From an optimization exercise on the open Yosys and OpenROAD flow, aimed at small area and a short achievable clock period; shortcuts taken in it are not production practice. In this exercise RTL edits were held to simulation tests only and were not proved equivalent to the original. No activity file was given, so power comes from the tool's default toggle rates.

// vga_anim
module vga_anim (
    input  wire        clk,
    input  wire        rst,           
    input  wire [15:0] script_len,    
    output wire [15:0] script_addr,   
    input  wire [47:0] script_data,   
    output wire        hsync_pin,
    output wire        vsync_pin,
    output wire [5:0]  color,
    output wire [2:0]  fault_code
);
For scale: ~3400 cells after synthesis, ~1600 flip-flops, ~93 I/O pins.
clock: 10.0 ns
lec_check: 0
cap_margin: 20
core_margin: 2
core_utilization: 45
slew_margin: 20
synth_hierarchical: 1
synth_minimum_keep_size: 0
standard.sh (not shown) runs the stock make flow with config.mk's settings and CLKGATE_MAP_FILE= SYNTH_SCRIPT=/design/flow/synth_recipe.tcl, a recipe that flattens the netlist after the stock synthesis.
==> flow/flow/run.sh <==
#!/bin/bash
# Standard ORFS layout (the standard.sh, unchanged synthesis) with:
#  - timing repair aiming below the clock period (repair_timing works on every
#    path whose slack is under SETUP_SLACK_MARGIN),
#  - plain buf_1 port buffers (repair resizes them where timing needs it),
#  - larger clock-tree sink clusters (fewer leaf clock buffers),
#  - rst placed among the output pins it gates (flow/io.tcl), so its input
#    buffer can drive the output gates directly,
#  - a max-fanout design rule added to the floorplan's constraints, so that
#    repair_design splits the grid's very wide data nets into smaller ones
#    (the clock period, I/O delays and loads are unchanged).
set -euo pipefail
ARGS=(
  SETUP_SLACK_MARGIN=6.0
  "BUFFER_PORTS_ARGS=-buffer_cell sky130_fd_sc_hd__buf_1"
  CTS_CLUSTER_SIZE=25 CTS_CLUSTER_DIAMETER=90
  IO_CONSTRAINTS=$PWD/flow/io.tcl
)
RES=$PWD/orfs/results/$FLOW_PLATFORM/vga_anim/base
bash standard.sh "${ARGS[@]}" floorplan > standard_floorplan.log 2>&1
echo 'set_max_fanout 80 [current_design]' >> "$RES/2_floorplan.sdc"
bash standard.sh "${ARGS[@]}" finish > standard_finish.log 2>&1
==> flow/flow/io.tcl <==
# Keep rst next to the outputs it gates, so the reset-to-output paths
# (input delay + output delay + a gate) stay short.
set_io_pin_constraint -group -order -region bottom:* -pin_names {
  script_addr[15] script_addr[14] script_addr[13] script_addr[12]
  script_addr[11] script_addr[10] script_addr[9] script_addr[8]
  color[5] color[4] color[3] hsync_pin rst vsync_pin color[2] color[1] color[0]
  script_addr[7] script_addr[6] script_addr[5] script_addr[4]
  script_addr[3] script_addr[2] script_addr[1] script_addr[0]
}
Change:
--- a/flow/flow/run.sh
+++ b/flow/flow/run.sh
@@ -13,3 +13,3 @@
 ARGS=(
-  SETUP_SLACK_MARGIN=6.0
+  SETUP_SLACK_MARGIN=5.85
   "BUFFER_PORTS_ARGS=-buffer_cell sky130_fd_sc_hd__buf_1"
--- a/flow/config.mk
+++ b/flow/config.mk
@@ -9,3 +9,3 @@
 export CORE_MARGIN = 2
-export CORE_UTILIZATION = 45
+export CORE_UTILIZATION = 50
 export SLEW_MARGIN = 20
The new run went through all stages and came out clean; via count is higher by 1.1%; clock power barely changes; area after synthesis does not change; first-iteration DRC count rose by 11%; routed wire length goes up by 0.32%; clock-buffer cell count goes down by 4; worst hold slack gains 4.3 ps.
Change:
--- a/flow/flow/run.sh
+++ b/flow/flow/run.sh
@@ -13,3 +13,3 @@
 ARGS=(
-  SETUP_SLACK_MARGIN=5.85
+  SETUP_SLACK_MARGIN=5.65
   "BUFFER_PORTS_ARGS=-buffer_cell sky130_fd_sc_hd__buf_1"
--- a/flow/config.mk
+++ b/flow/config.mk
@@ -9,3 +9,3 @@
 export CORE_MARGIN = 2
-export CORE_UTILIZATION = 50
+export CORE_UTILIZATION = 45
 export SLEW_MARGIN = 20
Result: The new run ran to the end with no violations; power climbs by 0.31%; setup slack gets worse by 140 ps; via count drops by 1.1%; synthesized cell count stays the same; die area climbs by 11%; sequential share of layout area hardly moves; first-iteration DRC count drops by 10%; flip-flop and latch count stays the same; count of clock-buffer cells in the layout climbs by 8; synthesized area stays the same.

---

Setup of run A:
Another version of the RTL of vga_anim (not shown whole).
Size: roughly 4,100 cells after synthesis, ~1,600 flip-flops, about 64,000 um^2 of cells after synthesis.
==> flow/design.v (excerpt) <==
module vga_anim (
    input  wire        clk,
    input  wire        rst,           
    input  wire [15:0] script_len,    
    output wire [15:0] script_addr,   
    input  wire [47:0] script_data,   
    output wire        hsync_pin,
    output wire        vsync_pin,
    output wire [5:0]  color,
    output wire [2:0]  fault_code
);
clock: 10.0 ns
lec_check: 0
cap_margin: 20
core_margin: 2
core_utilization: 45
slew_margin: 20
==> flow/flow/run.sh <==
#!/bin/bash
# Standard ORFS layout (the standard.sh, unchanged synthesis) with:
#  - timing repair aiming below the clock period (repair_timing works on every
#    path whose slack is under SETUP_SLACK_MARGIN),
#  - plain buf_1 port buffers (repair resizes them where timing needs it),
#  - larger clock-tree sink clusters (fewer leaf clock buffers).
set -euo pipefail
bash standard.sh \
  SETUP_SLACK_MARGIN=5.5 \
  "BUFFER_PORTS_ARGS=-buffer_cell sky130_fd_sc_hd__buf_1" \
  CTS_CLUSTER_SIZE=25 CTS_CLUSTER_DIAMETER=90 \
  finish > standard.log 2>&1
Changes in run B relative to run A:
Settings: a change of CORE_UTILIZATION from 45 to 40.
==> flow/flow/run.sh <==
#!/bin/bash
# Standard ORFS layout, with timing repair aiming below the clock period:
# repair_timing works on every path whose slack is under SETUP_SLACK_MARGIN.
set -euo pipefail
bash standard.sh SETUP_SLACK_MARGIN=5.5 finish > standard.log 2>&1
### Flow results
Run B ended up with a higher initial antenna violation count than run A did. Sequential power across run B and run A: no real change. Diff run A -> run B | wire length reported by the detailed router | up slightly. Setup slack was higher in the run labelled run A. Run B ends up with a chip height that is 23 um higher than in run A.
Setup changes, run B to run C
Settings: putting SETUP_SLACK_MARGIN at 5 where nothing was set.
==> flow/run.sh (new file) <==
#!/bin/bash
# synth_recipe.tcl (not shown) runs the flow's synth.tcl, then flattens the netlist and writes it again
# the make line also repeats each setting of config.mk as NAME=value (left out here)
make -C /OpenROAD-flow-scripts/flow DESIGN_CONFIG=/design/flow/config.mk WORK_HOME=/design/flow/orfs CLKGATE_MAP_FILE= SYNTH_SCRIPT=/design/flow/synth_recipe.tcl finish
removed: flow/flow/run.sh
removed: flow/standard.sh
Notes after the runs:
Run C vs. run B: fraction of met3 tracks used by global routing dropped 0.16 points, overall global routing resource usage moved down, final critical delay including setup and external delays higher, worst setup slack now sits lower.
There was hardly any difference in clock transition at the register clock pins on the worst setup and hold paths after CTS between run C and run B.
There was hardly any difference in clock skew between run B and run C.
Run C completed every stage of the flow, and the final layout passed the timing, design-rule and antenna checks.
Input changes introduced in run D (baseline for comparison: run C):
Settings: SETUP_SLACK_MARGIN: 5 -> unset.
| starting DRC count in detailed routing | run D vs run C | 47 lower |. | number of antenna repair diodes | lower: run D |. Maximum frequency in run D vs run C: down 0.032 GHz. Cmp run D vs run C: clock distribution power lower in run D.

-- separate check: timing with driven ports --
The flow's constraints put no driver on any port. The routed layouts listed below were extracted and timed again, unchanged, in two steps. Step 1: set_driving_cell puts a clkbuf_16 on clk and a buf_2 on each other input, an assumption about the parent block. Step 2 also shifts input and output timing later by t, the mid clock arrival at the registers, as if the neighbouring blocks saw the same clock. a / b / c = ideal ports / drivers / drivers and shift; a / b = the first two.
run | shift t [ns] | slack for setup (ns) | worst setup path at the end
the first run of note 1 | 0.751 | 5.444 / 5.401 / 5.378 | input to register
the second run of note 1 | 0.762 | 5.603 / 5.429 / 5.230 | input to register
the third run of note 1 | 0.763 | 5.458 / 5.413 / 5.243 | input to register
run A | 0.798 | 5.344 / 5.241 / 5.130 | input to register
run B | 0.879 | 5.330 / 5.248 / 4.791 | input to register
run C | 0.883 | 4.946 / 4.946 / 4.682 | input to register
run D | 0.872 | 3.963 / 3.932 / 3.932 | input to output
After both steps every run listed still meets setup and hold. The setup slack of run B, which loses most, moves by -0.082 ns with the drivers and by -0.539 ns with both steps.
